What follows belongs to an exercise in optimizing a design on an open flow for small area, a short achievable clock period and few clock cycles; a production flow would make more cautious choices.
Function was not checked in any run shown here: the RTL went through the layout flow alone.

## flow/design.v (module list and top-level ports; edited modules follow where they fit)
// module gr_hue: 85 lines
// module gr_sat_chan: 10 lines
// module gr_val_chan: 10 lines
// module go_rainbow: 271 lines
module go_rainbow (
    input  wire        clk,
    input  wire        rst,            
    input  wire        step_valid,
    output wire        step_ready,
    input  wire [31:0] now,
    input  wire [7:0]  sat,
    input  wire [7:0]  val,
    output wire        pincfg_valid,
    output wire        pincfg_pin,     
    input  wire        pin_ack_valid,
    input  wire        pin_ack_ok,
    output wire        hb_en,          
    output wire        hb_level,
    output wire        idle_yield,
    output wire        px_valid,
    output wire [31:0] px_data,
    input  wire        px_ready,
    output reg  [1:0]  fault           
);
  // ...
==> flow/run.sh <==
#!/bin/bash
# synth_recipe.tcl (not shown) runs the flow's synth.tcl, then flattens the netlist and writes it again
# the make line also repeats each setting of config.mk as NAME=value (left out here)
make -C /OpenROAD-flow-scripts/flow DESIGN_CONFIG=/design/flow/config.mk WORK_HOME=/design/flow/orfs CLKGATE_MAP_FILE= SYNTH_SCRIPT=/design/flow/synth_recipe.tcl finish
==> flow/config.mk <==
export PLATFORM = sky130hd
export DESIGN_NAME = go_rainbow
export DESIGN_NICKNAME = go_rainbow
export VERILOG_FILES = /design/flow/design.v
export SDC_FILE = /design/flow/constraint.sdc
export NUM_CORES = 4
export LEC_CHECK = 0
export ABC_AREA = 1
export CAP_MARGIN = 20
export CORE_MARGIN = 2
export CORE_UTILIZATION = 40
export SLEW_MARGIN = 20
==> flow/constraint.sdc <==
create_clock -name core_clock -period 24.0 [get_ports {clk}]
set_input_delay 4.8000 -clock core_clock [delete_from_list [all_inputs] [get_ports {clk}]]
set_output_delay 4.8000 -clock core_clock [all_outputs]
set_load 0.01 [all_outputs]
==> parameters.txt, run 1 <==
Parameter                              Value

Status
  Status  no timing/DRC/antenna violations

Yosys
  EDFF count, synth    125
  Top cells by area in the synthesized netlist    sky130_fd_sc_hd__edfxtp_1 (17%), sky130_fd_sc_hd__fa_1 (17%), sky130_fd_sc_hd__ha_1 (15%)
  Most instantiated library cell after synthesis    sky130_fd_sc_hd__inv_1
  Ys Warns    2
  Synth cell types    62
  Fraction of the mapped netlist area in compound gates    0.0885

Worst setup path
  Count of buffer and inverter cells on the critical path    8
  CP Launch Type    flip-flop
  Worst path most repeated cell    sky130_fd_sc_hd__inv_1
  Setup slack, reg-to-reg    15810 ps
  Termination of the worst setup path    b_cb[7]$_DFFE_PN_

Placement
  DP Worst Slack    15740 ps
  Number of input and output port buffers inserted    85

Floorplanning
  I/O Pins    95
  Die outline width    237 microns
  Num tapcells    696

Routing
  Number of vias per cell after detailed routing    5.17
  Routed length per instance    16.1 microns
  Via count    18900
  Wire length on met3    3.09 mm

STA
  Post-route minimum period    8190 ps
  Hold Slack    471 ps
  Actual slew at the worst max-slew pin    1050 ps
  FMAX    122 MHz

Finish
  Proportion of final cell area spent on non-clock buffers    0.0404
  Non-clock buffer count in the final layout    101
  Share of cells above drive strength 1    0.0347
  Area used by multi-input combinational logic    14700 sq um
  Layout Cell Area excl Fill    24000 sq um

Clocking
  Largest buffer count on any clock path    2
  Root buffer selected by CTS    sky130_fd_sc_hd__clkbuf_16

GRT
  Met3 track demand over resource    0.0345
  Total Routing Usage GR    0.216
  Global-route met1 utilization    0.292

Hold path
  Worst hold path startpoint    hb_en_r$_SDFF_PP0_
==> module go_rainbow, before the edit <==
module go_rainbow (
    input  wire        clk,
    input  wire        rst,            
    input  wire        step_valid,
    output wire        step_ready,
    input  wire [31:0] now,
    input  wire [7:0]  sat,
    input  wire [7:0]  val,
    output wire        pincfg_valid,
    output wire        pincfg_pin,     
    input  wire        pin_ack_valid,
    input  wire        pin_ack_ok,
    output wire        hb_en,          
    output wire        hb_level,
    output wire        idle_yield,
    output wire        px_valid,
    output wire [31:0] px_data,
    input  wire        px_ready,
    output reg  [1:0]  fault           
);
    reg        rdy;         
    reg        started;     
    reg        cfg_v;       
    reg        cfg_pin;
    reg        p2;          
    reg        pxv;         
    reg  [3:0] cnt;         
    reg        acc_q, dh_q, db_q, df_q, w_q, oh_q, of_q;
    reg        hb_en_r, hb_r;
    wire       ev_hue = acc_q && dh_q;
    wire       ev_hb  = acc_q && db_q;
    wire       p1     = acc_q && df_q;       
    assign idle_yield   = acc_q && !dh_q && !db_q && !df_q;
    assign hb_en        = hb_en_r || ev_hb;
    assign hb_level     = hb_r ^ ev_hb;
    assign step_ready   = rdy && !p1;
    assign pincfg_valid = cfg_v;
    assign pincfg_pin   = cfg_pin;
    assign px_valid     = pxv;
    wire acc      = step_valid && step_ready;
    wire acc_it   = acc && started;
    wire ack_fire = cfg_v && pin_ack_valid;
    wire px_fire  = pxv && px_ready;
    reg  [31:0] nq;
    reg  [8:0]  t0lo;
    reg  [4:0]  k5_hue, k5_fr;    
    reg  [7:0]  hue_offset;
    function [4:0] add5(input [4:0] a, input [4:0] b);
        integer i, j;
        begin
            add5 = 5'd0;
            for (i = 0; i < 5; i = i + 1)
                for (j = 0; j < 5; j = j + 1)
                    if ((i + j) % 5 == 0) add5[0] = add5[0] | (a[i] & b[j]);
                    else if ((i + j) % 5 == 1) add5[1] = add5[1] | (a[i] & b[j]);
                    else if ((i + j) % 5 == 2) add5[2] = add5[2] | (a[i] & b[j]);
                    else if ((i + j) % 5 == 3) add5[3] = add5[3] | (a[i] & b[j]);
                    else add5[4] = add5[4] | (a[i] & b[j]);
        end
    endfunction
    wire [5:0] m5s0 = nq[3:0] + nq[7:4] + nq[11:8] + nq[15:12];
    wire [4:0] m5h0;
    assign m5h0[0] = (m5s0 == 6'd0) | (m5s0 == 6'd5) | (m5s0 == 6'd10) | (m5s0 == 6'd15) | (m5s0 == 6'd20) | (m5s0 == 6'd25) | (m5s0 == 6'd30) | (m5s0 == 6'd35) | (m5s0 == 6'd40) | (m5s0 == 6'd45) | (m5s0 == 6'd50) | (m5s0 == 6'd55) | (m5s0 == 6'd60);
    assign m5h0[1] = (m5s0 == 6'd1) | (m5s0 == 6'd6) | (m5s0 == 6'd11) | (m5s0 == 6'd16) | (m5s0 == 6'd21) | (m5s0 == 6'd26) | (m5s0 == 6'd31) | (m5s0 == 6'd36) | (m5s0 == 6'd41) | (m5s0 == 6'd46) | (m5s0 == 6'd51) | (m5s0 == 6'd56);
    assign m5h0[2] = (m5s0 == 6'd2) | (m5s0 == 6'd7) | (m5s0 == 6'd12) | (m5s0 == 6'd17) | (m5s0 == 6'd22) | (m5s0 == 6'd27) | (m5s0 == 6'd32) | (m5s0 == 6'd37) | (m5s0 == 6'd42) | (m5s0 == 6'd47) | (m5s0 == 6'd52) | (m5s0 == 6'd57);
    assign m5h0[3] = (m5s0 == 6'd3) | (m5s0 == 6'd8) | (m5s0 == 6'd13) | (m5s0 == 6'd18) | (m5s0 == 6'd23) | (m5s0 == 6'd28) | (m5s0 == 6'd33) | (m5s0 == 6'd38) | (m5s0 == 6'd43) | (m5s0 == 6'd48) | (m5s0 == 6'd53) | (m5s0 == 6'd58);
    assign m5h0[4] = (m5s0 == 6'd4) | (m5s0 == 6'd9) | (m5s0 == 6'd14) | (m5s0 == 6'd19) | (m5s0 == 6'd24) | (m5s0 == 6'd29) | (m5s0 == 6'd34) | (m5s0 == 6'd39) | (m5s0 == 6'd44) | (m5s0 == 6'd49) | (m5s0 == 6'd54) | (m5s0 == 6'd59);
    wire [5:0] m5s1 = nq[19:16] + nq[23:20] + nq[27:24] + nq[31:28];
    wire [4:0] m5h1;
    assign m5h1[0] = (m5s1 == 6'd0) | (m5s1 == 6'd5) | (m5s1 == 6'd10) | (m5s1 == 6'd15) | (m5s1 == 6'd20) | (m5s1 == 6'd25) | (m5s1 == 6'd30) | (m5s1 == 6'd35) | (m5s1 == 6'd40) | (m5s1 == 6'd45) | (m5s1 == 6'd50) | (m5s1 == 6'd55) | (m5s1 == 6'd60);
    assign m5h1[1] = (m5s1 == 6'd1) | (m5s1 == 6'd6) | (m5s1 == 6'd11) | (m5s1 == 6'd16) | (m5s1 == 6'd21) | (m5s1 == 6'd26) | (m5s1 == 6'd31) | (m5s1 == 6'd36) | (m5s1 == 6'd41) | (m5s1 == 6'd46) | (m5s1 == 6'd51) | (m5s1 == 6'd56);
    assign m5h1[2] = (m5s1 == 6'd2) | (m5s1 == 6'd7) | (m5s1 == 6'd12) | (m5s1 == 6'd17) | (m5s1 == 6'd22) | (m5s1 == 6'd27) | (m5s1 == 6'd32) | (m5s1 == 6'd37) | (m5s1 == 6'd42) | (m5s1 == 6'd47) | (m5s1 == 6'd52) | (m5s1 == 6'd57);
    assign m5h1[3] = (m5s1 == 6'd3) | (m5s1 == 6'd8) | (m5s1 == 6'd13) | (m5s1 == 6'd18) | (m5s1 == 6'd23) | (m5s1 == 6'd28) | (m5s1 == 6'd33) | (m5s1 == 6'd38) | (m5s1 == 6'd43) | (m5s1 == 6'd48) | (m5s1 == 6'd53) | (m5s1 == 6'd58);
    assign m5h1[4] = (m5s1 == 6'd4) | (m5s1 == 6'd9) | (m5s1 == 6'd14) | (m5s1 == 6'd19) | (m5s1 == 6'd24) | (m5s1 == 6'd29) | (m5s1 == 6'd34) | (m5s1 == 6'd39) | (m5s1 == 6'd44) | (m5s1 == 6'd49) | (m5s1 == 6'd54) | (m5s1 == 6'd59);
    wire [4:0] m5 = add5(m5h0, m5h1);
    wire [4:0] m5n = {m5[1], m5[2], m5[3], m5[4], m5[0]};
    wire [8:0] d_hb = nq[8:0] - t0lo;
    wire [2:0] r8   = d_hb[2:0];
    wire [4:0] k5h_eff = acc_q ? upd5(k5_hue, w_q, oh_q) : k5_hue;
    wire [4:0] k5f_eff = acc_q ? upd5(k5_fr,  w_q, of_q) : k5_fr;
    wire [4:0] r5h  = add5(m5, k5h_eff);
    wire [4:0] r5f  = add5(m5, k5f_eff);
    wire [5:0] d_hue;
    wire [4:0] d_fr;
    assign d_hue =
        ({6{r5h[0]}} & ((r8 == 3'd0) ? 6'd0 : (r8 == 3'd1) ? 6'd25 : (r8 == 3'd2) ? 6'd10 : (r8 == 3'd3) ? 6'd35 : (r8 == 3'd4) ? 6'd20 : (r8 == 3'd5) ? 6'd5 : (r8 == 3'd6) ? 6'd30 : (r8 == 3'd7) ? 6'd15 : 6'd0))
      | ({6{r5h[1]}} & ((r8 == 3'd0) ? 6'd16 : (r8 == 3'd1) ? 6'd1 : (r8 == 3'd2) ? 6'd26 : (r8 == 3'd3) ? 6'd11 : (r8 == 3'd4) ? 6'd36 : (r8 == 3'd5) ? 6'd21 : (r8 == 3'd6) ? 6'd6 : (r8 == 3'd7) ? 6'd31 : 6'd0))
      | ({6{r5h[2]}} & ((r8 == 3'd0) ? 6'd32 : (r8 == 3'd1) ? 6'd17 : (r8 == 3'd2) ? 6'd2 : (r8 == 3'd3) ? 6'd27 : (r8 == 3'd4) ? 6'd12 : (r8 == 3'd5) ? 6'd37 : (r8 == 3'd6) ? 6'd22 : (r8 == 3'd7) ? 6'd7 : 6'd0))
      | ({6{r5h[3]}} & ((r8 == 3'd0) ? 6'd8 : (r8 == 3'd1) ? 6'd33 : (r8 == 3'd2) ? 6'd18 : (r8 == 3'd3) ? 6'd3 : (r8 == 3'd4) ? 6'd28 : (r8 == 3'd5) ? 6'd13 : (r8 == 3'd6) ? 6'd38 : (r8 == 3'd7) ? 6'd23 : 6'd0))
      | ({6{r5h[4]}} & ((r8 == 3'd0) ? 6'd24 : (r8 == 3'd1) ? 6'd9 : (r8 == 3'd2) ? 6'd34 : (r8 == 3'd3) ? 6'd19 : (r8 == 3'd4) ? 6'd4 : (r8 == 3'd5) ? 6'd29 : (r8 == 3'd6) ? 6'd14 : (r8 == 3'd7) ? 6'd39 : 6'd0));
    assign d_fr =
        ({5{r5f[0]}} & ((r8[1:0] == 2'd0) ? 5'd0 : (r8[1:0] == 2'd1) ? 5'd5 : (r8[1:0] == 2'd2) ? 5'd10 : (r8[1:0] == 2'd3) ? 5'd15 : 5'd0))
      | ({5{r5f[1]}} & ((r8[1:0] == 2'd0) ? 5'd16 : (r8[1:0] == 2'd1) ? 5'd1 : (r8[1:0] == 2'd2) ? 5'd6 : (r8[1:0] == 2'd3) ? 5'd11 : 5'd0))
      | ({5{r5f[2]}} & ((r8[1:0] == 2'd0) ? 5'd12 : (r8[1:0] == 2'd1) ? 5'd17 : (r8[1:0] == 2'd2) ? 5'd2 : (r8[1:0] == 2'd3) ? 5'd7 : 5'd0))
      | ({5{r5f[3]}} & ((r8[1:0] == 2'd0) ? 5'd8 : (r8[1:0] == 2'd1) ? 5'd13 : (r8[1:0] == 2'd2) ? 5'd18 : (r8[1:0] == 2'd3) ? 5'd3 : 5'd0))
      | ({5{r5f[4]}} & ((r8[1:0] == 2'd0) ? 5'd4 : (r8[1:0] == 2'd1) ? 5'd9 : (r8[1:0] == 2'd2) ? 5'd14 : (r8[1:0] == 2'd3) ? 5'd19 : 5'd0));
    wire [31:0] x = now;
    wire [31:0] y = ~nq;
    wire [31:0] p = x ^ y;
    wire [31:0] g = x & y;
    wire [31:0] t = x | y;
    wire [31:1] eqz = ~(p[31:1] ^ t[30:0]);
    wire [31:1] eqo =  (p[31:1] ^ g[30:0]);
    wire [9:0] lo9 = {1'b0, now[8:0]} + {1'b0, ~nq[8:0]} + 10'd1;
    wire [6:0] lo6 = {1'b0, now[5:0]} + {1'b0, ~nq[5:0]} + 7'd1;
    wire [5:0] lo5 = {1'b0, now[4:0]} + {1'b0, ~nq[4:0]} + 6'd1;
    wire z9 = (&eqz[31:10]) & (p[9] == lo9[9]);
    wire o9 = (&eqo[31:10]) & (p[9] != lo9[9]);
    wire z6 = (&eqz[31:7])  & (p[6] == lo6[6]);
    wire o6 = (&eqo[31:7])  & (p[6] != lo6[6]);
    wire z5 = (&eqz[31:6])  & (p[5] == lo5[5]);
    wire o5 = (&eqo[31:6])  & (p[5] != lo5[5]);
    wire [9:0] s_hb  = {1'b0, lo9[8:0]} + {1'b0, d_hb};
    wire [6:0] s_hue = {1'b0, lo6[5:0]} + {1'b0, d_hue};
    wire [5:0] s_fr  = {1'b0, lo5[4:0]} + {1'b0, d_fr};
    wire ovf_hue = o6 & s_hue[6];
    wire ovf_fr  = o5 & s_fr[5];
    wire due_hb  = !((z9 & !s_hb[9]) | (o9 & s_hb[9]));
    wire due_hue = !((z6 & !s_hue[6] & (s_hue[5:0] < 6'd40)) | ovf_hue);
    wire due_fr  = !((z5 & !s_fr[5]  & (s_fr[4:0]  < 5'd20)) | ovf_fr);
    wire [15:0] wg1, wp1;
    wire [7:0]  wg2, wp2;
    wire [3:0]  wg3, wp3;
    wire [1:0]  wg4, wp4;
    genvar gi;
    generate
        for (gi = 0; gi < 16; gi = gi + 1) begin : w_l1
            assign wg1[gi] = g[2*gi+1] | (t[2*gi+1] & g[2*gi]);
            assign wp1[gi] = t[2*gi+1] & t[2*gi];
        end
        for (gi = 0; gi < 8; gi = gi + 1) begin : w_l2
            assign wg2[gi] = wg1[2*gi+1] | (wp1[2*gi+1] & wg1[2*gi]);
            assign wp2[gi] = wp1[2*gi+1] & wp1[2*gi];
        end
        for (gi = 0; gi < 4; gi = gi + 1) begin : w_l3
            assign wg3[gi] = wg2[2*gi+1] | (wp2[2*gi+1] & wg2[2*gi]);
            assign wp3[gi] = wp2[2*gi+1] & wp2[2*gi];
        end
        for (gi = 0; gi < 2; gi = gi + 1) begin : w_l4
            assign wg4[gi] = wg3[2*gi+1] | (wp3[2*gi+1] & wg3[2*gi]);
            assign wp4[gi] = wp3[2*gi+1] & wp3[2*gi];
        end
    endgenerate
    wire w = !(wg4[1] | (wp4[1] & (wg4[0] | wp4[0])));
    function [4:0] upd5(input [4:0] k, input up, input dn);
        begin
            if (up && !dn)      upd5 = {k[3:0], k[4]};
            else if (dn && !up) upd5 = {k[0], k[4:1]};
            else                upd5 = k;
        end
    endfunction
    wire [7:0] hue_cur  = hue_offset + {7'd0, ev_hue};
    wire [7:0] hue_inc  = hue_cur + 8'd1;
    wire [7:0] hue_next = due_hue ? hue_inc : hue_cur;
    reg  [7:0]  hcur;                  
    reg  [4:0]  hlo_n;                 
    reg  [7:0]  sat_q, val_q;
    reg  [2:0]  b_sx;                  
    reg  [7:0]  b_ca, b_cb;            
    reg  [7:0]  zc;                    
    reg  [7:0]  r_q, g_q, b_q;
    assign px_data = {r_q, g_q, b_q, 8'hFF};
    wire [2:0] h_sx;
    wire [7:0] h_ca, h_cb;
    gr_hue u_hue (.h(hcur), .l_n(hlo_n), .sx(h_sx), .ca(h_ca), .cb(h_cb));
    wire s_lo = (sat_q == 8'd0);
    wire s_hi = (sat_q == 8'd255);
    wire v_lo = (val_q == 8'd0);
    wire v_hi = (val_q == 8'd255);
    wire [7:0] sa, sb;
    gr_sat_chan u_sat_a (.c(h_ca), .s(sat_q), .s_lo(s_lo), .s_hi(s_hi), .y(sa));
    gr_sat_chan u_sat_b (.c(h_cb), .s(sat_q), .s_lo(s_lo), .s_hi(s_hi), .y(sb));
    wire [7:0] z1 = s_lo ? 8'd255 : (s_hi ? 8'd0 : ~sat_q + 8'd1);
    wire [7:0] va, vb;
    gr_val_chan u_val_a (.c(p1 ? z1 : b_ca), .v(val_q), .v_lo(v_lo), .v_hi(v_hi), .y(va));
    gr_val_chan u_val_b (.c(b_cb), .v(val_q), .v_lo(v_lo), .v_hi(v_hi), .y(vb));
    wire adv = p1 || p2 || px_fire;
    always @(posedge clk) begin
        if (rst) begin
            rdy        <= 1'b1;
            started    <= 1'b0;
            cfg_v      <= 1'b0;
            cfg_pin    <= 1'b0;
            p2         <= 1'b0;
            pxv        <= 1'b0;
            fault      <= 2'd0;
            acc_q      <= 1'b0;
            hb_en_r    <= 1'b0;
            hb_r       <= 1'b0;
            hue_offset <= 8'd0;
        end else begin
            acc_q      <= acc_it;
            p2         <= p1;
            hb_en_r    <= hb_en;
            hb_r       <= hb_level;
            hue_offset <= hue_cur;
            if (p1)
                rdy <= 1'b0;
            if (acc && !started) begin
                started <= 1'b1;
                rdy     <= 1'b0;
                cfg_v   <= 1'b1;
                cfg_pin <= 1'b0;
            end
            if (ack_fire) begin
                if (!pin_ack_ok) begin
                    cfg_v   <= 1'b0;
                    cfg_pin <= 1'b0;
                    fault   <= 2'd2;
                end else if (!cfg_pin) begin
                    cfg_pin <= 1'b1;
                end else begin
                    cfg_v   <= 1'b0;
                    cfg_pin <= 1'b0;
                    rdy     <= 1'b1;
                end
            end
            if (p2)
                pxv <= 1'b1;
            if (px_fire && cnt == 4'd9) begin
                pxv <= 1'b0;
                rdy <= 1'b1;
            end
        end
    end
    always @(posedge clk) begin
        dh_q <= due_hue;
        db_q <= due_hb;
        df_q <= due_fr;
        w_q  <= w;
        oh_q <= ovf_hue;
        of_q <= ovf_fr;
    end
    always @(posedge clk) begin
        if (acc) begin
            nq <= now;
            if (!started)
                t0lo <= now[8:0];
        end
        if (cfg_v) begin
            k5_hue <= m5n;
            k5_fr  <= m5n;
        end else begin
            k5_hue <= k5h_eff;
            k5_fr  <= k5f_eff;
        end
        if (step_ready) begin
            sat_q <= sat;
            val_q <= val;
            hcur  <= hue_next;
            hlo_n <= ~hue_next[4:0];
        end
        if (p1)
            zc <= va;
        if (adv) begin
            hcur <= hcur + 8'd25;
            hlo_n <= ~(hcur[4:0] + 5'd25);
            b_sx <= h_sx;
            b_ca <= sa;
            b_cb <= sb;
            cnt  <= p2 ? 4'd0 : cnt + 4'd1;
        end
        if (p2 || px_fire) begin
            case (b_sx)
                3'd0, 3'd1, 3'd2: begin r_q <= va; g_q <= vb; b_q <= zc; end
                3'd3, 3'd4:       begin r_q <= zc; g_q <= va; b_q <= vb; end
                default:          begin r_q <= va; g_q <= zc; b_q <= vb; end
            endcase
        end
    end
endmodule
==> run 2, diff against run 1 <==
--- a/flow/design.v
+++ b/flow/design.v
@@ -149,3 +149,3 @@
     reg  [31:0] nq;
-    reg  [8:0]  t0lo;
+    reg  [8:0]  d_hb;        
     reg  [4:0]  k5_hue, k5_fr;    
@@ -181,3 +181,2 @@
     wire [4:0] m5n = {m5[1], m5[2], m5[3], m5[4], m5[0]};
-    wire [8:0] d_hb = nq[8:0] - t0lo;
     wire [2:0] r8   = d_hb[2:0];
@@ -277,3 +276,3 @@
     gr_sat_chan u_sat_b (.c(h_cb), .s(sat_q), .s_lo(s_lo), .s_hi(s_hi), .y(sb));
-    wire [7:0] z1 = s_lo ? 8'd255 : (s_hi ? 8'd0 : ~sat_q + 8'd1);
+    reg  [7:0] z1;    
     wire [7:0] va, vb;
@@ -340,5 +339,4 @@
         if (acc) begin
-            nq <= now;
-            if (!started)
-                t0lo <= now[8:0];
+            nq   <= now;
+            d_hb <= started ? s_hb[8:0] : 9'd0;
         end
@@ -354,2 +352,3 @@
             val_q <= val;
+            z1    <= (sat == 8'd0) ? 8'd255 : ((sat == 8'd255) ? 8'd0 : ~sat + 8'd1);
             hcur  <= hue_next;
==> run 2 against run 1 <==
Still clean on timing, DRC and antenna. Final area increased by 2.5%. Register-to-register slack improved by 200 ps. Sequential share of layout area increased by 0.53 points. Core utilization decreased by 0.051 points. Area after synthesis increased by 2.6%. Final cell count increased by 3.8%. Critical endpoint unchanged.
==> parameters.txt, run 2 <==
Parameter                              Value

Yosys
  Most instantiated library cell after synthesis    sky130_fd_sc_hd__inv_1 (unchanged)
  Synth cell types    66 (was 62)
  Top cells by area in the synthesized netlist    sky130_fd_sc_hd__edfxtp_1 (18%), sky130_fd_sc_hd__fa_1 (17%), sky130_fd_sc_hd__ha_1 (14%) (was sky130_fd_sc_hd__edfxtp_1 (17%), sky130_fd_sc_hd__fa_1 (17%), sky130_fd_sc_hd__ha_1 (15%))
  Post-synthesis area per instance    7.52 sq um (was 7.56 sq um)
  EDFF count, synth    133 (was 125)
  Post-synthesis async set-or-reset flop share    0 (unchanged)
  Post-synth top area share    0.179 (was 0.172)
  Sequential cell area fraction in the yosys report    0.209 (was 0.203)
  Main flop type after synthesis    sky130_fd_sc_hd__edfxtp_1 (unchanged)
  Ys Warns    2 (unchanged)
  Synthesized cell area    22400 sq um (was 21800 sq um)
  Number of flip-flops and latches in the synthesized netlist    167 (was 159)
  Cell taking the most area after synthesis    sky130_fd_sc_hd__edfxtp_1 (unchanged)
  Number of cells produced by synthesis    2972 (was 2884)
  Post-synth top cells    sky130_fd_sc_hd__inv_1 (631), sky130_fd_sc_hd__nand2_1 (561), sky130_fd_sc_hd__nor2_1 (381) (was sky130_fd_sc_hd__inv_1 (630), sky130_fd_sc_hd__nand2_1 (521), sky130_fd_sc_hd__nor2_1 (371))

Placement
  GP Congestion    0.924 (was 0.964)
  Final HPWL from detailed placement    49.6 mm (was 48.4 mm)
  Placed cells    3768 (was 3629)
  Number of input and output port buffers inserted    85 (unchanged)

Worst setup path
  Worst reg2reg path depth    36 (was 34)
  Cell at the slowest stage of the critical path    sky130_fd_sc_hd__fa_1 (was sky130_fd_sc_hd__a2111oi_0)
  Worst path most repeated cell    sky130_fd_sc_hd__inv_1 (unchanged)
  Setup slack, reg-to-reg    16010 ps (was 15810 ps)
  Family of cells with the greatest summed delay on the critical path    compound AO/OA/AOI/OAI gates (unchanged)
  End of the worst register-to-register path    b_cb[7]$_DFFE_PN_ (unchanged)
  Startpoint-to-endpoint class of the critical path    flip-flop to flip-flop (unchanged)
  Startpoint of the worst register-to-register path    hlo_n[0]$_DFFE_PP_ (was hcur[1]$_DFFE_PP_)
  Count of buffer and inverter cells on the critical path    9 (was 8)
  Maximum fanout along the worst path    11 (was 9)
  Worst Path Required    24190 ps (was 24230 ps)
  Biggest cell delay along the critical path    530 ps (was 690 ps)
  CP Launch Type    flip-flop (unchanged)
  Arr. time, crit path    8170 ps (was 8420 ps)
  Type of destination of the critical path    flip-flop (unchanged)

Finish
  Most common cell after layout, fill and taps aside    sky130_fd_sc_hd__inv_1 (unchanged)
  Final Util    0.446 (about the same)
  Number of flip-flops under the largest register name    32 (unchanged)
  Diode insertion count for antenna repair    0 (was 1)
  Net count reported at finish    3535 (was 3451)
  Leading cell types in the layout, fill and taps excluded    sky130_fd_sc_hd__inv_1 (630), sky130_fd_sc_hd__nand2_1 (561), sky130_fd_sc_hd__nor2_1 (380), sky130_fd_sc_hd__ha_1 (257), sky130_fd_sc_hd__fa_1 (185) (was sky130_fd_sc_hd__inv_1 (629), sky130_fd_sc_hd__nand2_1 (520), sky130_fd_sc_hd__nor2_1 (370), sky130_fd_sc_hd__ha_1 (260), sky130_fd_sc_hd__fa_1 (185))
  Top register by number of flip-flops    nq (unchanged)
  Share of cells above drive strength 1    0.0433 (was 0.0347)
  Final std cells w/o fill    3800 (was 3662)
  Area delta synth->final    10.1% (was 10.2%)
  Biggest regs    nq (32), d_hb (9) (was nq (32), t0lo (9))

Floorplanning
  Starting density of the core    0.405 (about the same)
  Die area    57800 sq um (was 56400 sq um)
  Die Height    240 microns (was 237 microns)
  Die outline width    240 microns (was 237 microns)
  Number of core rows    86 (was 85)
  Floorplan Core Area    55200 sq um (was 53800 sq um)
  I/O Pins    95 (unchanged)

Clocking
  Clock tree from TritonCTS    done (unchanged)
  Post-CTS setup buffers    0 (unchanged)
  CTS buffer count    17 (unchanged)
  Number of hold-repair buffers added at the cts stage    0 (unchanged)
  Clock network latency to the later pin of the worst-skew pair    490 ps (about the same)
  Root buffer selected by CTS    sky130_fd_sc_hd__clkbuf_16 (unchanged)
  Clock transition at the register clock pins on the worst setup and hold paths after CTS    80 ps (was 70 ps)
  Resize count post-CTS    0 (unchanged)
  Largest buffer count on any clock path    2 (unchanged)
  CTS H-tree lvls    4 (unchanged)
  Number of sinks handled by clock tree synthesis    167 (was 159)

Routing
  DRC viols    0 (unchanged)
  Via count    19400 (was 18900)
  Routed length per instance    15.9 microns (was 16.1 microns)
  Number of detailed-route iterations in the first pass    6 (unchanged)
  Count of antenna-violating nets left after detailed routing    0 (unchanged)
  Count of routing violations after the opening detailed-route iteration    1429 (was 1417)
  Detailed Route WL    60.4 mm (was 58.9 mm)
  Number of vias per cell after detailed routing    5.10 (was 5.17)

STA
  Post-route minimum period    7990 ps (was 8190 ps)
  Max_slew headroom    0.293 (was 0.295)
  Unrepaired setup endpoints after global routing    no (unchanged)
  Skew final    15.3 ps (was 14.9 ps)
  FMAX    125 MHz (was 122 MHz)
  Final max-slew violation count    0 (unchanged)
  Ratio of final minimum period to clock period    0.333 (was 0.341)
  Final hold violations    0 (unchanged)
  Fin Setup TNS    0 ps (unchanged)
  Final number of setup-violating endpoints    0 (unchanged)
  Actual slew at the worst max-slew pin    1050 ps (about the same)

Status
  Status  no timing/DRC/antenna violations (unchanged)

GRT
  Global-route wire length before repair    99.8 mm (was 98.0 mm)
  Pin count of the biggest net entering global routing    42 (was 35)
  Number of global-route vias before repair    19400 (was 19200)
  Remaining global-route overflow    0 (unchanged)
  Total Routing Usage GR    0.217 (was 0.216)
  Initial antenna violation count    0 (was 1)

Hold path
  Destination of the worst hold path    hb_en_r$_SDFF_PP0_ (unchanged)
  Hold path cells    2 (unchanged)
  Worst hold path startpoint    hb_en_r$_SDFF_PP0_ (unchanged)
  Worst min path class    flip-flop to flip-flop (unchanged)

Job
  # Max-Cap Violations    0 (unchanged)
[run 2: cell count changes after synthesis, moves of 9 or more]
cell and delta:
sky130_fd_sc_hd__a21o_1 -9, sky130_fd_sc_hd__nand4_1 +9, sky130_fd_sc_hd__nor2_1 +10, sky130_fd_sc_hd__inv_2 +11, sky130_fd_sc_hd__xnor2_1 -10, sky130_fd_sc_hd__nand2_1 +40, sky130_fd_sc_hd__nand3_1 -12, sky130_fd_sc_hd__or2_2 +9
[run 2: final cells by class]
class                           count  area, sq um
Inverter                          656         2460
Timing Repair Buffer               98          948
Multi-Input combinational cell   2099        15000
Clock buffer                       18          429
Clock inverter                     14          159
Sequential cell                   167         4670
Tap cell                          748          936
Fill cell                        5568        30600
[run 2: how the worst max path moves through the flow]
stage                         to  slack, ps          startpoint  depth (start not counted)
2_1_floorplan  hcur[2]$_DFFE_PP_      16600              now[0]                         19
3_3_place_gp   hcur[2]$_DFFE_PP_      15830              now[0]                         20
3_5_place_dp   hcur[2]$_DFFE_PP_      15760              now[0]                         21
4_1_cts        b_cb[7]$_DFFE_PN_      16100  hlo_n[0]$_DFFE_PP_                         36
5_1_grt        b_cb[7]$_DFFE_PN_      15280  hlo_n[0]$_DFFE_PP_                         36
6_report       b_cb[7]$_DFFE_PN_      16010  hlo_n[0]$_DFFE_PP_                         36
[run 2: logic make-up after synthesis]
logic type,synth area share
AO/OA/AOI/OAI,0.0841
XOR/XNOR,0.0325
adder cells (fa/ha/maj),0.309
buffers and inverters,0.122
flip-flops,0.209
multiplexers,0.000448
other,0.000336
AND/OR/NAND/NOR,0.242
[run 2: worst min-delay path, stage by stage (launching register included)]
cell,delay (ps)
sky130_fd_sc_hd__dfxtp_1,300
sky130_fd_sc_hd__inv_1,60
sky130_fd_sc_hd__a21oi_1,60
[run 2: routing by layer]
metal	wire length [microns]	global-route usage
met5	0	0
met3	2510	0.0263
met2	29400	0.379
met1	27000	0.280
met4	1430	0.0629
[run 2: stage by stage]
step	setup slack, ps	hold slack [ps]	area (sq um)
3_3_place_gp	15830	443	24000
2_1_floorplan	16600	436	22400
6_report	16010	465	24600
5_1_grt	15280	484	24600
4_1_cts	16100	469	24600
3_5_place_dp	15760	457	24000
==> run 3, diff against run 2 <==
--- a/flow/design.v
+++ b/flow/design.v
@@ -117,5 +117,5 @@
     input  wire        pin_ack_ok,
-    output wire        hb_en,          
-    output wire        hb_level,
-    output wire        idle_yield,
+    output reg         hb_en,          
+    output reg         hb_level,
+    output reg         idle_yield,
     output wire        px_valid,
@@ -129,14 +129,6 @@
     reg        cfg_pin;
-    reg        p2;          
+    reg        p1, p2;      
     reg        pxv;         
     reg  [3:0] cnt;         
-    reg        acc_q, dh_q, db_q, df_q, w_q, oh_q, of_q;
-    reg        hb_en_r, hb_r;
-    wire       ev_hue = acc_q && dh_q;
-    wire       ev_hb  = acc_q && db_q;
-    wire       p1     = acc_q && df_q;       
-    assign idle_yield   = acc_q && !dh_q && !db_q && !df_q;
-    assign hb_en        = hb_en_r || ev_hb;
-    assign hb_level     = hb_r ^ ev_hb;
-    assign step_ready   = rdy && !p1;
+    assign step_ready   = rdy;
     assign pincfg_valid = cfg_v;
@@ -144,3 +136,3 @@
     assign px_valid     = pxv;
-    wire acc      = step_valid && step_ready;
+    wire acc      = step_valid && rdy;
     wire acc_it   = acc && started;
@@ -149,3 +141,3 @@
     reg  [31:0] nq;
-    reg  [8:0]  d_hb;        
+    reg  [8:0]  t0lo;
     reg  [4:0]  k5_hue, k5_fr;    
@@ -181,7 +173,6 @@
     wire [4:0] m5n = {m5[1], m5[2], m5[3], m5[4], m5[0]};
+    wire [8:0] d_hb = nq[8:0] - t0lo;
     wire [2:0] r8   = d_hb[2:0];
-    wire [4:0] k5h_eff = acc_q ? upd5(k5_hue, w_q, oh_q) : k5_hue;
-    wire [4:0] k5f_eff = acc_q ? upd5(k5_fr,  w_q, of_q) : k5_fr;
-    wire [4:0] r5h  = add5(m5, k5h_eff);
-    wire [4:0] r5f  = add5(m5, k5f_eff);
+    wire [4:0] r5h  = add5(m5, k5_hue);
+    wire [4:0] r5f  = add5(m5, k5_fr);
     wire [5:0] d_hue;
@@ -255,5 +246,4 @@
     endfunction
-    wire [7:0] hue_cur  = hue_offset + {7'd0, ev_hue};
-    wire [7:0] hue_inc  = hue_cur + 8'd1;
-    wire [7:0] hue_next = due_hue ? hue_inc : hue_cur;
+    wire [7:0] hue_inc  = hue_offset + 8'd1;
+    wire [7:0] hue_next = due_hue ? hue_inc : hue_offset;
     reg  [7:0]  hcur;                  
@@ -276,3 +266,3 @@
     gr_sat_chan u_sat_b (.c(h_cb), .s(sat_q), .s_lo(s_lo), .s_hi(s_hi), .y(sb));
-    reg  [7:0] z1;    
+    wire [7:0] z1 = s_lo ? 8'd255 : (s_hi ? 8'd0 : ~sat_q + 8'd1);
     wire [7:0] va, vb;
@@ -287,2 +277,3 @@
             cfg_pin    <= 1'b0;
+            p1         <= 1'b0;
             p2         <= 1'b0;
@@ -290,14 +281,10 @@
             fault      <= 2'd0;
-            acc_q      <= 1'b0;
-            hb_en_r    <= 1'b0;
-            hb_r       <= 1'b0;
+            hb_en      <= 1'b0;
+            hb_level   <= 1'b0;
+            idle_yield <= 1'b0;
             hue_offset <= 8'd0;
         end else begin
-            acc_q      <= acc_it;
-            p2         <= p1;
-            hb_en_r    <= hb_en;
-            hb_r       <= hb_level;
-            hue_offset <= hue_cur;
-            if (p1)
-                rdy <= 1'b0;
+            idle_yield <= 1'b0;
+            p1 <= 1'b0;
+            p2 <= p1;
             if (acc && !started) begin
@@ -321,2 +308,15 @@
             end
+            if (acc_it) begin
+                hue_offset <= hue_next;
+                if (due_hb) begin
+                    hb_en    <= 1'b1;
+                    hb_level <= !hb_level;
+                end
+                if (!due_hue && !due_hb && !due_fr)
+                    idle_yield <= 1'b1;
+                if (due_fr) begin
+                    rdy <= 1'b0;
+                    p1  <= 1'b1;
+                end
+            end
             if (p2)
@@ -330,13 +330,6 @@
     always @(posedge clk) begin
-        dh_q <= due_hue;
-        db_q <= due_hb;
-        df_q <= due_fr;
-        w_q  <= w;
-        oh_q <= ovf_hue;
-        of_q <= ovf_fr;
-    end
-    always @(posedge clk) begin
         if (acc) begin
-            nq   <= now;
-            d_hb <= started ? s_hb[8:0] : 9'd0;
+            nq <= now;
+            if (!started)
+                t0lo <= now[8:0];
         end
@@ -345,10 +338,9 @@
             k5_fr  <= m5n;
-        end else begin
-            k5_hue <= k5h_eff;
-            k5_fr  <= k5f_eff;
+        end else if (acc_it) begin
+            k5_hue <= upd5(k5_hue, w, ovf_hue);
+            k5_fr  <= upd5(k5_fr,  w, ovf_fr);
         end
-        if (step_ready) begin
+        if (rdy) begin
             sat_q <= sat;
             val_q <= val;
-            z1    <= (sat == 8'd0) ? 8'd255 : ((sat == 8'd255) ? 8'd0 : ~sat + 8'd1);
             hcur  <= hue_next;
==> run 3 against run 2 <==
Still clean on timing, DRC and antenna. Largest cell class unchanged. Core utilization barely moved. Final area is 0.38% lower. Global-route usage increased by 0.39 points. Non-clock buffer count did not move. Critical path depth shrank 16. Critical endpoint is now hb_level$_SDFFE_PP0P_. Via count is 0.22% higher. Routed wire length up 1.5%. Worst setup slack lost 280 ps.
==> parameters.txt, run 3 <==
Parameter                              Value

Worst setup path
  Biggest cell delay along the critical path    550 ps (was 530 ps)
  Setup slack, reg-to-reg    15900 ps (was 16010 ps)
  Type of destination of the critical path    flip-flop (unchanged)
  Startpoint of the worst register-to-register path    hcur[1]$_DFFE_PP_ (was hlo_n[0]$_DFFE_PP_)
  Worst path most repeated cell    sky130_fd_sc_hd__a21oi_1 (was sky130_fd_sc_hd__inv_1)
  Cell Chain, Critical Path    clkdlybuf4s50_1 -> inv_1 -> ha_1 -> inv_1 -> fa_1 -> a21oi_1 -> o21ai_0 -> a21oi_1 -> o21ai_0 -> xor2_1 -> ha_1 -> a21o_1 -> o21bai_1 -> a21o_1 -> a21oi_1 -> a21oi_1 -> a21o_1 -> nand2_1 -> xor2_1 -> nor2_1
  Termination of the worst setup path    hb_level$_SDFFE_PP0P_ (was b_cb[7]$_DFFE_PN_)
  Cell at the slowest stage of the critical path    sky130_fd_sc_hd__clkdlybuf4s50_1 (was sky130_fd_sc_hd__fa_1)
  Startpoint-to-endpoint class of the critical path    primary input to flip-flop (was flip-flop to flip-flop)
  Worst Path Required    24380 ps (was 24190 ps)
  Maximum fanout along the worst path    4 (was 11)
  Arr. time, crit path    8640 ps (was 8170 ps)
  CP Launch Type    primary input (was flip-flop)
  End of the worst register-to-register path    b_ca[7]$_DFFE_PN_ (was b_cb[7]$_DFFE_PN_)
  Worst reg2reg path depth    32 (was 36)
  Crit path launch    now[0] (was hlo_n[0]$_DFFE_PP_)

GRT
  Total Routing Usage GR    0.221 (was 0.217)
  Initial antenna violation count    0 (unchanged)
  Remaining global-route overflow    0 (unchanged)
  Global-route wire length before repair    100 mm (was 99.8 mm)
  Pin count of the biggest net entering global routing    33 (was 42)
  Number of global-route vias before repair    19500 (was 19400)

Clocking
  Clock tree from TritonCTS    done (unchanged)
  Post-CTS setup buffers    0 (unchanged)
  Number of sinks handled by clock tree synthesis    154 (was 167)
  CTS buffer count    17 (unchanged)
  Root buffer selected by CTS    sky130_fd_sc_hd__clkbuf_16 (unchanged)
  Resize count post-CTS    0 (unchanged)
  CTS H-tree lvls    4 (unchanged)
  Number of hold-repair buffers added at the cts stage    0 (unchanged)
  Clock transition at the register clock pins on the worst setup and hold paths after CTS    70 ps (was 80 ps)
  Clock network latency to the later pin of the worst-skew pair    490 ps (about the same)
  Largest buffer count on any clock path    2 (unchanged)

Floorplanning
  Die area    57500 sq um (was 57800 sq um)
  Starting density of the core    0.404 (was 0.405)
  I/O Pins    95 (unchanged)
  Number of core rows    86 (unchanged)
  Die Height    240 microns (about the same)
  Die outline width    240 microns (about the same)
  Floorplan Core Area    55000 sq um (was 55200 sq um)

Yosys
  Post-synthesis area per instance    7.57 sq um (was 7.52 sq um)
  Synth cell types    68 (was 66)
  Post-synth top area share    0.182 (was 0.179)
  EDFF count, synth    135 (was 133)
  Top cells by area in the synthesized netlist    sky130_fd_sc_hd__edfxtp_1 (18%), sky130_fd_sc_hd__fa_1 (17%), sky130_fd_sc_hd__ha_1 (15%) (was sky130_fd_sc_hd__edfxtp_1 (18%), sky130_fd_sc_hd__fa_1 (17%), sky130_fd_sc_hd__ha_1 (14%))
  Number of cells produced by synthesis    2936 (was 2972)
  Most instantiated library cell after synthesis    sky130_fd_sc_hd__inv_1 (unchanged)
  Main flop type after synthesis    sky130_fd_sc_hd__edfxtp_1 (unchanged)
  Sequential cell area fraction in the yosys report    0.200 (was 0.209)
  Ys Warns    2 (unchanged)
  Cell taking the most area after synthesis    sky130_fd_sc_hd__edfxtp_1 (unchanged)
  Synthesized cell area    22200 sq um (was 22400 sq um)
  Post-synthesis async set-or-reset flop share    0 (unchanged)
  Number of flip-flops and latches in the synthesized netlist    154 (was 167)
  Post-synth top cells    sky130_fd_sc_hd__inv_1 (635), sky130_fd_sc_hd__nand2_1 (536), sky130_fd_sc_hd__nor2_1 (343) (was sky130_fd_sc_hd__inv_1 (631), sky130_fd_sc_hd__nand2_1 (561), sky130_fd_sc_hd__nor2_1 (381))

STA
  Skew final    12.2 ps (was 15.3 ps)
  Fin Setup TNS    0 ps (unchanged)
  Ratio of final minimum period to clock period    0.344 (was 0.333)
  Final number of setup-violating endpoints    0 (unchanged)
  Final max-slew violation count    0 (unchanged)
  Actual slew at the worst max-slew pin    983 ps (was 1050 ps)
  Max_slew headroom    0.338 (was 0.293)
  Unrepaired setup endpoints after global routing    no (unchanged)
  Final hold violations    0 (unchanged)
  FMAX    121 MHz (was 125 MHz)
  Post-route minimum period    8260 ps (was 7990 ps)

Finish
  Diode insertion count for antenna repair    0 (unchanged)
  Share of cells above drive strength 1    0.0523 (was 0.0433)
  Number of filler cells placed in the layout    5428 (was 5568)
  Top register by number of flip-flops    nq (unchanged)
  Final Util    0.446 (about the same)
  Number of flip-flops under the largest register name    32 (unchanged)
  Area delta synth->final    10.3% (was 10.1%)
  Net count reported at finish    3505 (was 3535)
  Leading cell types in the layout, fill and taps excluded    sky130_fd_sc_hd__inv_1 (635), sky130_fd_sc_hd__nand2_1 (535), sky130_fd_sc_hd__nor2_1 (342), sky130_fd_sc_hd__ha_1 (258), sky130_fd_sc_hd__fa_1 (185) (was sky130_fd_sc_hd__inv_1 (630), sky130_fd_sc_hd__nand2_1 (561), sky130_fd_sc_hd__nor2_1 (380), sky130_fd_sc_hd__ha_1 (257), sky130_fd_sc_hd__fa_1 (185))
  Most common cell after layout, fill and taps aside    sky130_fd_sc_hd__inv_1 (unchanged)
  Biggest regs    nq (32), t0lo (9) (was nq (32), d_hb (9))

Placement
  GP Congestion    0.911 (was 0.924)
  Final HPWL from detailed placement    50.0 mm (was 49.6 mm)
  Number of input and output port buffers inserted    85 (unchanged)

Routing
  DRC viols    0 (unchanged)
  Number of vias per cell after detailed routing    5.15 (was 5.10)
  Count of antenna-violating nets left after detailed routing    0 (unchanged)
  Via count    19400 (about the same)
  Detailed Route WL    61.3 mm (was 60.4 mm)
  Count of routing violations after the opening detailed-route iteration    1205 (was 1429)
  Number of detailed-route iterations in the first pass    6 (unchanged)
  Routed length per instance    16.3 microns (was 15.9 microns)

Status
  Status  no timing/DRC/antenna violations (unchanged)

Hold path
  Worst min path class    flip-flop to flip-flop (unchanged)

Job
  # Max-Cap Violations    0 (unchanged)
run 3: cell count changes after synthesis, sizes merged, moves of 5 or more:
cell   before  now
nand2     577  571
nand4      48   54
or2        25   16
nand3     110  136
nor2      393  365
dfxtp      34   19
o22ai      26   15
o21ai     118  113
nor3       52   61
a21oi      65   79
run 3: how the worst min path moves through the flow:
stage | startpoint | slack (ps) | endpoint | depth (start not counted)
finish | started$_SDFFE_PP0P_ | 470 | started$_SDFFE_PP0P_ | 2
global route | fault[1]$_SDFFE_PP0P_ | 500 | fault[1]$_SDFFE_PP0P_ | 2
CTS | started$_SDFFE_PP0P_ | 480 | started$_SDFFE_PP0P_ | 2
detailed placement | started$_SDFFE_PP0P_ | 470 | started$_SDFFE_PP0P_ | 2
global placement | fault[1]$_SDFFE_PP0P_ | 460 | fault[1]$_SDFFE_PP0P_ | 2
floorplan | started$_SDFFE_PP0P_ | 450 | started$_SDFFE_PP0P_ | 2
run 3: final cells by class:
cell class                 count  area [sq um]  share of cell area
multi-input combinational   2084         15100               0.616
clock inverter                12           188             0.00765
clock buffer                  20           447              0.0182
tap                          748           936              0.0382
inverter                     653          2470               0.101
sequential                   154          4430               0.181
timing repair buffer          98           948              0.0387
run 3: routing by layer:
| layer | global-route usage | up-vias | share of wire |
|---|---|---|---|
| met4 | 0.0598 | 0 | 0.019 |
| li1 | - | 9474 | - |
| met3 | 0.0320 | 83 | 0.047 |
| met5 | 0 | - | 0 |
| met1 | 0.279 | 9299 | 0.44 |
| met2 | 0.392 | 560 | 0.50 |
run 3: cells by family after synthesis:
family / synth area share
AO/OA/AOI/OAI: 0.0808
XOR/XNOR: 0.0311
adder cells (fa/ha/maj): 0.312
buffers and inverters: 0.123
flip-flops: 0.200
other: 0.000338
AND/OR/NAND/NOR: 0.253
run 3: per-stage QoR:
| step | hold slack, ps | setup slack [ps] | std cells | instance area (sq um) |
|---|---|---|---|---|
| after floorplan | 451 | 16260 | 2943 | 22200 |
| after global placement | 462 | 15330 | 3737 | 23900 |
| after detailed placement | 468 | 15250 | 3737 | 23900 |
| after CTS | 478 | 15770 | 3769 | 24500 |
| after global routing | 500 | 15100 | 3769 | 24500 |
| final | 475 | 15740 | 3769 | 24500 |
run 3: worst max-delay path, delay by kind of cell:
kind	cells	cell delay (ps)
buffers and inverters	3	730
xor gates and xnor gates	2	570
adders and majority gates	3	750
AOI/OAI and AO/OA	10	1640
and+or+nand+nor	2	150

## separate check: timing with driven ports
In the flow no input, the clock included, has a driving cell. The finished layouts below were timed again as built, in two steps. Step 1 (the two cells are an assumption about what drives the block):
set clk [get_ports {clk}]
set_driving_cell -lib_cell sky130_fd_sc_hd__clkbuf_16 $clk
set_driving_cell -lib_cell sky130_fd_sc_hd__buf_2 [delete_from_list [all_inputs] $clk]
Step 2 also shifts input and output timing later by t, the mid clock arrival at the registers, as if the neighbouring blocks saw the same clock. a / b / c = no drivers / after step 1 / after step 2; a / b = the first two.
run	t (ns)	setup slack, ns	latest minus earliest clock arrival (ns)	worst slew at a driven data input, ns	pins driven straight from the clock port
run 1	0.541	15.810 / 15.810 / 15.756	0.015 / 0.016	0.08	1
run 2	0.534	16.014 / 16.014 / 15.759	0.016 / 0.016	0.07	1
run 3	0.540	15.739 / 15.774 / 15.234	0.014 / 0.014	0.08	1
After both steps every run listed still meets setup and hold. For run 3, which loses most, drivers alone change the setup slack by +0.035 ns; drivers and shift together by -0.505 ns.
